This design comes from an exercise in tuning for a short achievable clock period and few clock cycles on the open sky130 flow, not from production work. Only simulation tests tie the RTL to the original design; equivalence was not proved. Power and IR drop assume default switching activity.

## flow/design.v

```verilog
module bmc_core (
    input  wire        clk,
    input  wire        rst,
    input  wire        cmd_valid,
    input  wire [1:0]  cmd_op,
    input  wire [15:0] cfg_stride,
    input  wire [15:0] cfg_count,
    input  wire [32:0] cfg_paylen,
    output wire [13:0] status,
    output wire [32:0] payload_len,
    output wire [35:0] payload_bits,
    output wire [32:0] produced,
    output reg         rin_re,
    output reg  [31:0] rin_addr,
    input  wire [7:0]  rin_rdata,
    output reg         pres_re,
    output reg         pres_we,
    output reg  [15:0] pres_addr,
    output reg         pres_wdata,
    input  wire        pres_rdata,
    output reg         pay_re,
    output reg         pay_we,
    output reg  [32:0] pay_addr,
    output reg  [7:0]  pay_wdata,
    input  wire [7:0]  pay_rdata,
    output reg         rout_we,
    output reg  [31:0] rout_addr,
    output reg  [7:0]  rout_wdata
);
    localparam ST_IDLE = 2'd0, ST_BUSY = 2'd1, ST_DONE = 2'd2, ST_ERROR = 2'd3;
    localparam OP_ENCODE = 2'd1, OP_DECODE = 2'd2;
    localparam CAUSE_BYTE_COUNT = 4'd2;
    localparam [4:0]
        P_IDLE       = 5'd0,
        P_E_ROW      = 5'd1,
        P_E_SCAN_REQ = 5'd2,
        P_E_SCAN_WT  = 5'd3,
        P_E_PRES     = 5'd4,
        P_E_CHUNK    = 5'd5,
        P_E_RD_REQ   = 5'd6,
        P_E_RD_WT    = 5'd7,
        P_E_EMIT     = 5'd8,
        P_E_FINISH   = 5'd9,
        P_D_ROW      = 5'd10,
        P_D_PRES_WT  = 5'd11,
        P_D_ABSENT   = 5'd12,
        P_D_TAG1     = 5'd13,
        P_D_TAG2     = 5'd14,
        P_D_RUN      = 5'd15,
        P_D_LIT      = 5'd16,
        P_D_FETCH    = 5'd17,
        P_D_ROW_DONE = 5'd18,
        P_D_CHECK    = 5'd19;
    reg [1:0]  state_q;
    reg        err_q;
    reg [3:0]  cause_q;
    reg [1:0]  last_op_q;
    reg [32:0] paylen_q;
    reg [35:0] wn_q;
    reg [32:0] total_q;
    assign status       = {last_op_q, cause_q, 3'b000, err_q, 2'b00, state_q};
    assign payload_len  = paylen_q;
    assign payload_bits = wn_q;
    assign produced     = total_q;
    reg [15:0] s_q;
    reg [15:0] n_q;
    reg [31:0] sn_q;
    reg [4:0]  phase;
    reg [15:0] row_q;
    reg [31:0] base_q;       
    reg [15:0] col_q;
    reg [15:0] scan_q;       
    reg        present_q;
    reg [7:0]  chunk_q [0:3];
    reg [2:0]  clen_q;       
    reg [2:0]  cidx_q;       
    reg [33:0] emit_sr;      
    reg [5:0]  emit_cnt;     
    reg [7:0]  wr_byte;      
    reg [32:0] ridx_q;       
    reg [2:0]  rbit_q;       
    reg [7:0]  rbuf_q;       
    reg        rbuf_ok;
    reg [4:0]  ret_phase;    
    reg [16:0] rb_q;         
    reg [2:0]  litleft_q;
    reg [6:0]  lit_acc;
    reg [2:0]  lit_k;        
    reg [1:0]  run_cnt;
    reg [7:0]  run_val;
    wire [16:0] s_ext      = {1'b0, s_q};
    wire [15:0] col_left   = s_q - col_q;
    wire [2:0]  enc_n      = (col_left >= 16'd4) ? 3'd4 : col_left[2:0];
    wire [16:0] rb_left    = s_ext - rb_q;
    wire [2:0]  dec_n      = (rb_left >= 17'd4) ? 3'd4 : rb_left[2:0];
    wire [32:0] out_idx    = total_q + {16'd0, rb_q};
    wire        out_in     = out_idx < {1'b0, sn_q};
    wire        at_end     = ridx_q >= paylen_q;
    wire        cur_bit    = rbuf_q[3'd7 - rbit_q];
    wire        emit_bit   = emit_sr[33];
    wire [7:0]  wr_next    = wr_byte | ({7'd0, emit_bit} << (3'd7 - wn_q[2:0]));
    wire        cmd_accept = cmd_valid && (state_q != ST_BUSY) &&
                             (cmd_op == OP_ENCODE || cmd_op == OP_DECODE);
    wire [2:0]  rbit_inc   = rbit_q + 3'd1;
    wire        rbyte_done = (rbit_q == 3'd7);
    always @(*) begin
        rin_re     = 1'b0;
        rin_addr   = base_q + {16'd0, scan_q};
        pres_re    = 1'b0;
        pres_we    = 1'b0;
        pres_addr  = row_q;
        pres_wdata = present_q;
        pay_re     = 1'b0;
        pay_we     = 1'b0;
        pay_addr   = ridx_q;
        pay_wdata  = wr_next;
        rout_we    = 1'b0;
        rout_addr  = out_idx[31:0];
        rout_wdata = run_val;
        case (phase)
        P_E_SCAN_REQ: rin_re = (scan_q != s_q);
        P_E_RD_REQ: begin
            rin_re   = 1'b1;
            rin_addr = base_q + {16'd0, col_q} + {29'd0, cidx_q};
        end
        P_E_PRES: pres_we = 1'b1;
        P_E_EMIT: begin
            pay_we   = (wn_q[2:0] == 3'd7);
            pay_addr = wn_q[35:3];
        end
        P_E_FINISH: begin
            pay_we    = (wn_q[2:0] != 3'd0);
            pay_addr  = wn_q[35:3];
            pay_wdata = wr_byte;
        end
        P_D_ROW: pres_re = (row_q != n_q);
        P_D_ABSENT: begin
            rout_we    = (scan_q != s_q) && (total_q + {17'd0, scan_q} < {1'b0, sn_q});
            rout_addr  = total_q[31:0] + {16'd0, scan_q};
            rout_wdata = 8'hFF;
        end
        P_D_TAG1: pay_re = (rb_q < s_ext) && !at_end && !rbuf_ok;
        P_D_TAG2: pay_re = !at_end && !rbuf_ok;
        P_D_RUN:  rout_we = out_in;
        P_D_LIT: begin
            pay_re     = (litleft_q != 3'd0) && !at_end && !rbuf_ok;
            rout_we    = (litleft_q != 3'd0) && !at_end && rbuf_ok && (lit_k == 3'd7) && out_in;
            rout_wdata = {lit_acc, cur_bit};
        end
        default: ;
        endcase
    end
    always @(posedge clk) begin
        if (rst) begin
            state_q   <= ST_IDLE;
            err_q     <= 1'b0;
            cause_q   <= 4'd0;
            last_op_q <= 2'd0;
            paylen_q  <= 33'd0;
            wn_q      <= 36'd0;
            total_q   <= 33'd0;
            phase     <= P_IDLE;
            s_q       <= 16'd0;
            n_q       <= 16'd0;
            sn_q      <= 32'd0;
            row_q     <= 16'd0;
            col_q     <= 16'd0;
            rb_q      <= 17'd0;
            litleft_q <= 3'd0;
            ridx_q    <= 33'd0;
            rbit_q    <= 3'd0;
            rbuf_ok   <= 1'b0;
        end else begin
            case (phase)
            P_IDLE: begin
                if (cmd_accept) begin
                    state_q   <= ST_BUSY;
                    err_q     <= 1'b0;
                    cause_q   <= 4'd0;
                    last_op_q <= cmd_op;
                    s_q       <= cfg_stride;
                    n_q       <= cfg_count;
                    sn_q      <= cfg_stride * cfg_count;
                    row_q     <= 16'd0;
                    base_q    <= 32'd0;
                    if (cmd_op == OP_ENCODE) begin
                        wn_q    <= 36'd0;
                        wr_byte <= 8'd0;
                        col_q   <= 16'd0;
                        phase   <= P_E_ROW;
                    end else begin
                        paylen_q  <= cfg_paylen;
                        ridx_q    <= 33'd0;
                        rbit_q    <= 3'd0;
                        rbuf_ok   <= 1'b0;
                        total_q   <= 33'd0;
                        rb_q      <= 17'd0;
                        litleft_q <= 3'd0;
                        phase     <= P_D_ROW;
                    end
                end
            end
            P_E_ROW: begin
                if (row_q == n_q) begin
                    phase <= P_E_FINISH;
                end else begin
                    scan_q <= 16'd0;
                    phase  <= P_E_SCAN_REQ;
                end
            end
            P_E_SCAN_REQ: begin
                if (scan_q == s_q) begin
                    present_q <= 1'b0;         
                    phase     <= P_E_PRES;
                end else begin
                    phase    <= P_E_SCAN_WT;
                end
            end
            P_E_SCAN_WT: begin
                if (rin_rdata != 8'hFF) begin
                    present_q <= 1'b1;
                    phase     <= P_E_PRES;
                end else begin
                    scan_q <= scan_q + 16'd1;
                    phase  <= P_E_SCAN_REQ;
                end
            end
            P_E_PRES: begin
                if (present_q) begin
                    col_q <= 16'd0;
                    phase <= P_E_CHUNK;
                end else begin
                    row_q  <= row_q + 16'd1;
                    base_q <= base_q + {16'd0, s_q};
                    phase  <= P_E_ROW;
                end
            end
            P_E_CHUNK: begin
                if (col_q == s_q) begin
                    row_q  <= row_q + 16'd1;
                    base_q <= base_q + {16'd0, s_q};
                    phase  <= P_E_ROW;
                end else begin
                    clen_q <= enc_n;
                    cidx_q <= 3'd0;
                    phase  <= P_E_RD_REQ;
                end
            end
            P_E_RD_REQ: begin
                phase    <= P_E_RD_WT;
            end
            P_E_RD_WT: begin
                chunk_q[cidx_q[1:0]] <= rin_rdata;
                cidx_q <= cidx_q + 3'd1;
                if (cidx_q + 3'd1 == clen_q) begin
                    if (clen_q == 3'd4 && chunk_q[0] == 8'h00 && chunk_q[1] == 8'h00 &&
                        chunk_q[2] == 8'h00 && rin_rdata == 8'h00) begin
                        emit_sr  <= {2'b10, 32'd0};
                        emit_cnt <= 6'd2;
                    end else if (clen_q == 3'd4 && chunk_q[0] == 8'hFF && chunk_q[1] == 8'hFF &&
                                 chunk_q[2] == 8'hFF && rin_rdata == 8'hFF) begin
                        emit_sr  <= {1'b0, 33'd0};
                        emit_cnt <= 6'd1;
                    end else begin
                        case (clen_q)
                        3'd1:    emit_sr <= {2'b11, rin_rdata, 24'd0};
                        3'd2:    emit_sr <= {2'b11, chunk_q[0], rin_rdata, 16'd0};
                        3'd3:    emit_sr <= {2'b11, chunk_q[0], chunk_q[1], rin_rdata, 8'd0};
                        default: emit_sr <= {2'b11, chunk_q[0], chunk_q[1], chunk_q[2], rin_rdata};
                        endcase
                        emit_cnt <= 6'd2 + {clen_q, 3'd0};
                    end
                    phase <= P_E_EMIT;
                end else begin
                    phase <= P_E_RD_REQ;
                end
            end
            P_E_EMIT: begin
                wn_q    <= wn_q + 36'd1;
                emit_sr <= {emit_sr[32:0], 1'b0};
                if (wn_q[2:0] == 3'd7) begin
                    wr_byte   <= 8'd0;
                end else begin
                    wr_byte <= wr_next;
                end
                emit_cnt <= emit_cnt - 6'd1;
                if (emit_cnt == 6'd1) begin
                    col_q <= col_q + {13'd0, clen_q};
                    phase <= P_E_CHUNK;
                end
            end
            P_E_FINISH: begin
                if (wn_q[2:0] != 3'd0) begin
                end
                paylen_q <= wn_q[35:3] + {32'd0, (wn_q[2:0] != 3'd0)};
                state_q  <= ST_DONE;
                phase    <= P_IDLE;
            end
            P_D_ROW: begin
                if (row_q == n_q) begin
                    phase <= P_D_CHECK;
                end else begin
                    phase     <= P_D_PRES_WT;
                end
            end
            P_D_PRES_WT: begin
                scan_q <= 16'd0;
                rb_q   <= 17'd0;
                if (pres_rdata) phase <= P_D_TAG1;
                else            phase <= P_D_ABSENT;
            end
            P_D_ABSENT: begin
                if (scan_q == s_q) begin
                    total_q <= total_q + {17'd0, s_q};
                    row_q   <= row_q + 16'd1;
                    phase   <= P_D_ROW;
                end else begin
                    if (total_q + {17'd0, scan_q} < {1'b0, sn_q}) begin
                    end
                    scan_q <= scan_q + 16'd1;
                end
            end
            P_D_TAG1: begin
                if (rb_q >= s_ext) begin
                    phase <= P_D_ROW_DONE;
                end else if (at_end) begin
                    phase <= P_D_ROW_DONE;
                end else if (!rbuf_ok) begin
                    ret_phase <= P_D_TAG1;
                    phase     <= P_D_FETCH;
                end else begin
                    rbit_q <= rbit_inc;
                    if (rbyte_done) begin ridx_q <= ridx_q + 33'd1; rbuf_ok <= 1'b0; end
                    if (cur_bit == 1'b0) begin
                        run_val <= 8'hFF;      
                        run_cnt <= 2'd0;
                        phase   <= P_D_RUN;
                    end else begin
                        phase <= P_D_TAG2;
                    end
                end
            end
            P_D_TAG2: begin
                if (at_end) begin
                    phase <= P_D_ROW_DONE;
                end else if (!rbuf_ok) begin
                    ret_phase <= P_D_TAG2;
                    phase     <= P_D_FETCH;
                end else begin
                    rbit_q <= rbit_inc;
                    if (rbyte_done) begin ridx_q <= ridx_q + 33'd1; rbuf_ok <= 1'b0; end
                    if (cur_bit == 1'b0) begin
                        run_val <= 8'h00;      
                        run_cnt <= 2'd0;
                        phase   <= P_D_RUN;
                    end else begin
                        litleft_q <= dec_n;    
                        lit_k     <= 3'd0;
                        phase     <= P_D_LIT;
                    end
                end
            end
            P_D_RUN: begin
                if (out_in) begin
                end
                rb_q    <= rb_q + 17'd1;
                run_cnt <= run_cnt + 2'd1;
                if (run_cnt == 2'd3) phase <= P_D_TAG1;
            end
            P_D_LIT: begin
                if (litleft_q == 3'd0) begin
                    phase <= P_D_TAG1;
                end else if (at_end) begin
                    litleft_q <= 3'd0;         
                    phase     <= P_D_TAG1;
                end else if (!rbuf_ok) begin
                    ret_phase <= P_D_LIT;
                    phase     <= P_D_FETCH;
                end else begin
                    rbit_q <= rbit_inc;
                    if (rbyte_done) begin ridx_q <= ridx_q + 33'd1; rbuf_ok <= 1'b0; end
                    lit_acc <= {lit_acc[5:0], cur_bit};
                    lit_k   <= lit_k + 3'd1;
                    if (lit_k == 3'd7) begin
                        if (out_in) begin
                        end
                        rb_q      <= rb_q + 17'd1;
                        litleft_q <= litleft_q - 3'd1;
                    end
                end
            end
            P_D_FETCH: begin
                rbuf_q  <= pay_rdata;
                rbuf_ok <= 1'b1;
                phase   <= ret_phase;
            end
            P_D_ROW_DONE: begin
                total_q <= total_q + {16'd0, rb_q};
                row_q   <= row_q + 16'd1;
                phase   <= P_D_ROW;
            end
            P_D_CHECK: begin
                if (total_q == {1'b0, sn_q}) begin
                    state_q <= ST_DONE;
                end else begin
                    state_q <= ST_ERROR;
                    err_q   <= 1'b1;
                    cause_q <= CAUSE_BYTE_COUNT;
                end
                phase <= P_IDLE;
            end
            default: phase <= P_IDLE;
            endcase
        end
    end
endmodule
```

## flow/constraint.sdc

```tcl
create_clock -name core_clock -period 10.0 [get_ports {clk}]
set_input_delay 2.0000 -clock core_clock [delete_from_list [all_inputs] [get_ports {clk}]]
set_output_delay 2.0000 -clock core_clock [all_outputs]
set_load 0.01 [all_outputs]
```

## flow/config.mk

```make
export PLATFORM = sky130hd
export DESIGN_NAME = bmc_core
export DESIGN_NICKNAME = bmc_core
export VERILOG_FILES = /design/flow/design.v
export SDC_FILE = /design/flow/constraint.sdc
export NUM_CORES = 4
export LEC_CHECK = 0
export CAP_MARGIN = 20
export CORE_MARGIN = 2
export CORE_UTILIZATION = 40
export PLACE_DENSITY = 0.6
export SLEW_MARGIN = 20
```

## flow/run.sh

```bash
#!/bin/bash
# synth_recipe.tcl (not shown) runs the flow's synth.tcl, then flattens the netlist and writes it again
# the make line also repeats each setting of config.mk as NAME=value (left out here)
make -C /OpenROAD-flow-scripts/flow DESIGN_CONFIG=/design/flow/config.mk WORK_HOME=/design/flow/orfs CLKGATE_MAP_FILE= SYNTH_SCRIPT=/design/flow/synth_recipe.tcl finish
```

==> results.sh <==
export IMPL_status="complete, no violations"
export IMPL_grt_pass1_vias=33448
export IMPL_layout_drive_gt1_share_pct=4.91
export IMPL_seq_area_frac_synth_pct=25.2
export IMPL_yosys_top_cells_area="dfxtp_1, ha_1, edfxtp_1"
export IMPL_grt_max_degree=75
export IMPL_crit_chain="ha_1 -> nand3_1 -> nor4_1 -> nor4_1 -> nor2_1 -> a41oi_1 -> o21ai_0 -> nand2_1 -> xnor2_1 -> ha_1 -> a21o_1 -> a2111oi_0 -> nor3_1 -> and2_1 -> a211oi_1 -> inv_1 -> o221a_2 -> a22oi_1 -> clkdlybuf4s50_1"
export IMPL_drt_initial_drc_count=2511
export IMPL_area_growth_synth_to_final_pct=16.7
export IMPL_syn_area_per_cell_um2=8.32
export IMPL_power_share_clock_pct=17.8
export IMPL_max_stage_delay_ns=0.83
export IMPL_antenna_found_initial=3
export IMPL_cts_sinks=417
export IMPL_register_area_um2=9870
export IMPL_slew_violations=0
export IMPL_synth_top_area_cell="dfxtp_1"
export IMPL_synth_distinct_cells=95
export IMPL_io_pins=339
export IMPL_dieWidth_um=317
export IMPL_yosysWarnings=1
export IMPL_final_util_pct=47.2
export IMPL_dp_hpwl_um=101000
export IMPL_core_area_um2=96900
export IMPL_multi_input_area_um2=27000
export IMPL_htree_num_levels=2
export IMPL_cts_setup_buffers=0
export IMPL_p_leak_nw=19.0
export IMPL_rsz0062_at_grt="false"
export IMPL_r2r_cells=12
export IMPL_required_ns=8.00
export IMPL_startpoint_type="flip-flop"
export IMPL_reg2reg_slack_ns=5.99
export IMPL_cp_max_fo=5
export IMPL_finalNetCount=5604
export IMPL_vias_per_cell=5.57
export IMPL_syn_area_um2=39200
export IMPL_min_to="lit_acc[2]"
export IMPL_synthTopCellsByCount="nand2_1, nor2_1, inv_1, ha_1, a21oi_1"
export IMPL_power_density_nw_per_um2=258
export IMPL_vdd_drop_max_v=0.000272
export IMPL_portBuffers=330
export IMPL_wl_met3_um=9510
export IMPL_max_slew_margin_pct=26.8
export IMPL_place_ws_ns=0.891
export IMPL_grt_usage_pct=25.4
export IMPL_yosysMostFrequentCell="nand2_1"
export IMPL_cts_buffers_inserted=54
export IMPL_grt_first_pass_wirelength_um=199000
export IMPL_ys_async_sr_fraction_pct=0
export IMPL_p_comb_share_pct=61.8
export IMPL_die_height_um=317
export IMPL_crit_slowest_cell="o21ai_0"
export IMPL_ant_nets=0
export IMPL_num_rows=114
export IMPL_wl_met1_um=57100
export IMPL_wl_per_cell_um=20.8
export IMPL_crit_type="flip-flop to output port"
export IMPL_clk_pin_slew_worst_paths_ns=0.06
export IMPL_switching_share_pct=45.8
export IMPL_postSynthCellCount=4708
export IMPL_finalCritPeriodShare_pct=93.2
export IMPL_finalHoldViolations=0
export IMPL_fillers=9507
export IMPL_r2r_start="rb_q[0]"
export IMPL_hold_start="lit_acc[1]"
export IMPL_drc=0
export IMPL_gp_congestion=0.946
export IMPL_synth_top_area_share_pct=13.6
export IMPL_synth_edf_count=152
export IMPL_met2WireLength_um=60300
export IMPL_crit_start="scan_q[8]"
export IMPL_setup_viol=0
export IMPL_switchingPower_w=0.00541
export IMPL_routed_wl_um=131000
export IMPL_cts_resized=0
export IMPL_cp_arrival_ns=7.32
export IMPL_worstHoldPathType="flip-flop to flip-flop"
export IMPL_cp_end_kind="output port"
export IMPL_dieArea_um2=100000
export IMPL_fin_tns_setup_ns=0
export IMPL_tritoncts="done"
export IMPL_yosys_register_bits=417
export IMPL_seq_power_share_pct=20.3
export IMPL_cts_root_buf="clkbuf_16"
export IMPL_drt_pass1_iterations=6
export IMPL_r2r_end="litleft_q[0]"
export IMPL_vias=34923
export IMPL_postCtsHoldBufs=0
export IMPL_clkLatencyLatePin_ns=0.65
export IMPL_worstHoldPathCells=0
export IMPL_worst_slack_ns=0.678
export IMPL_max_freq_mhz=107
export IMPL_gr_total_overflow=0
export IMPL_initial_core_util_pct=40.4
export IMPL_fin_crit_ns=9.32
export IMPL_p_int_w=0.00640
export IMPL_max_cap_violations=0
export IMPL_dr_max_layer_used="met4"
export IMPL_worst_pin_slew_ns=1.09
export IMPL_cts_buffer_depth=3
export IMPL_clock_skew_ns=0.0673
export IMPL_synth_top_flop_cell="dfxtp_1"
[worst max-delay path: cells and delay by family (launching register included)]
kind	cells	cell delay, ns
AO/OA/AOI/OAI	7	2.93
AND/OR/NAND/NOR	7	1.54
buffers and inverters	2	0.76
adder cells (fa/ha/maj)	2	0.70
flip-flops	1	0.58
XOR/XNOR	1	0.19
[state kept, by name, indices dropped and copies added, names as in the netlist, 17 cells and up]
register,flops
base_q,32
emit_sr,34
sn_q,32
rb_q,17
wn_q,36
paylen_q,33
chunk_q,24
total_q,33
ridx_q,33
[per-stage QoR]
stage	instance area, µm²	instances	total power [W]	hold slack, ns
6_report	45700	6268	0.0118	0.449
5_1_grt	45700	6268	0.0128	0.469
4_1_cts	45700	6267	0.0118	0.452
3_5_place_dp	43800	6165	0.00965	0.438
3_3_place_gp	43800	6165	0.00965	0.436
2_1_floorplan	39200	4715	0.00746	0.427
[cell usage in the layout, fill, tap and decap left out, drive strengths merged, types with 181 or more instances in the layout]
master / instances
nand2: 553
nor2: 413
inv: 407
ha: 366
clkdlybuf4s50: 329
a21oi: 303
dfxtp: 265
fa: 206
xor2: 190
xnor2: 181
[cell type report]
type	instances	share of cell area, %
repair buffers	393	8.26
flip-flops and latches	417	21.6
clock inverters	26	0.816
multi-input cells	3673	59.1
clock buffers	76	3.40
well taps	1276	3.49
diodes	1	0.00548
inverters	406	3.33
[how the worst max path moves through the flow]
| stage | end | slack (ns) | cells after the start |
|---|---|---|---|
| detailed placement | sn_q[31] | 0.89 | 21 |
| finish | rout_we | 0.68 | 19 |
| global route | rout_we | 0.28 | 19 |
| floorplan | sn_q[31] | 2.04 | 24 |
| global placement | sn_q[31] | 1.00 | 21 |
| CTS | rout_we | 0.72 | 19 |
[metal layers]
layer  global-route usage (%)  vias up
li1                         -    16735
met1                     34.4    16824
met2                     41.5     1162
met3                     4.58      202
met4                     7.01        0
met5                        0        -
[power groups by stage]
| stage | clock network, W | logic [W] | registers [W] |
|---|---|---|---|
| floorplan | 0 | 0.00515 | 0.00231 |
| global placement | 0 | 0.00722 | 0.00243 |
| detailed placement | 0 | 0.00722 | 0.00243 |
| CTS | 0.00215 | 0.00729 | 0.00240 |
| global route | 0.00221 | 0.00820 | 0.00242 |
| finish | 0.00210 | 0.00730 | 0.00240 |
[cells by family (layout without fill, tap and decap cells)]
family | count (synthesis) | after routing | share of synthesized area (%)
simple gates | 1724 | 1724 | 21.1
xor+xnor | 371 | 371 | 8.30
fa+ha+maj | 572 | 572 | 22.2
mux | 59 | 59 | 1.70
other cells | 1 | 9 | 0.00958
buf+inv | 625 | 901 | 6.15
flops | 417 | 417 | 25.2
compound gates | 939 | 939 | 15.3
Testbench counts, summed over its fixed seeds: cycles 586,543.

[separate check: timing with driven ports]
No port has a modelled driver above. Below, the same layout with a new extraction and two added sets of constraints.
Step 1 (the two cells are an assumption about what drives the block):
set clk [get_ports {clk}]
set_driving_cell -lib_cell sky130_fd_sc_hd__clkbuf_16 $clk
set_driving_cell -lib_cell sky130_fd_sc_hd__buf_2 [delete_from_list [all_inputs] $clk]
Step 2 times the ports against the registers' clock, not the clock port: input delays grow and output delays shrink by t, the midpoint of the rising clock arrivals with the driver on.
Slacks: ideal / step 1 / step 2; pairs: ideal / step 1.
t (ns): 0.684
setup slack, ns: 0.678 / 0.608 / 0.830
worst slew at a driven data input, ns: 0.09
After both steps setup and hold are still met in this run. The setup slack of this run moves by -0.070 ns with the drivers and by +0.152 ns with both steps.
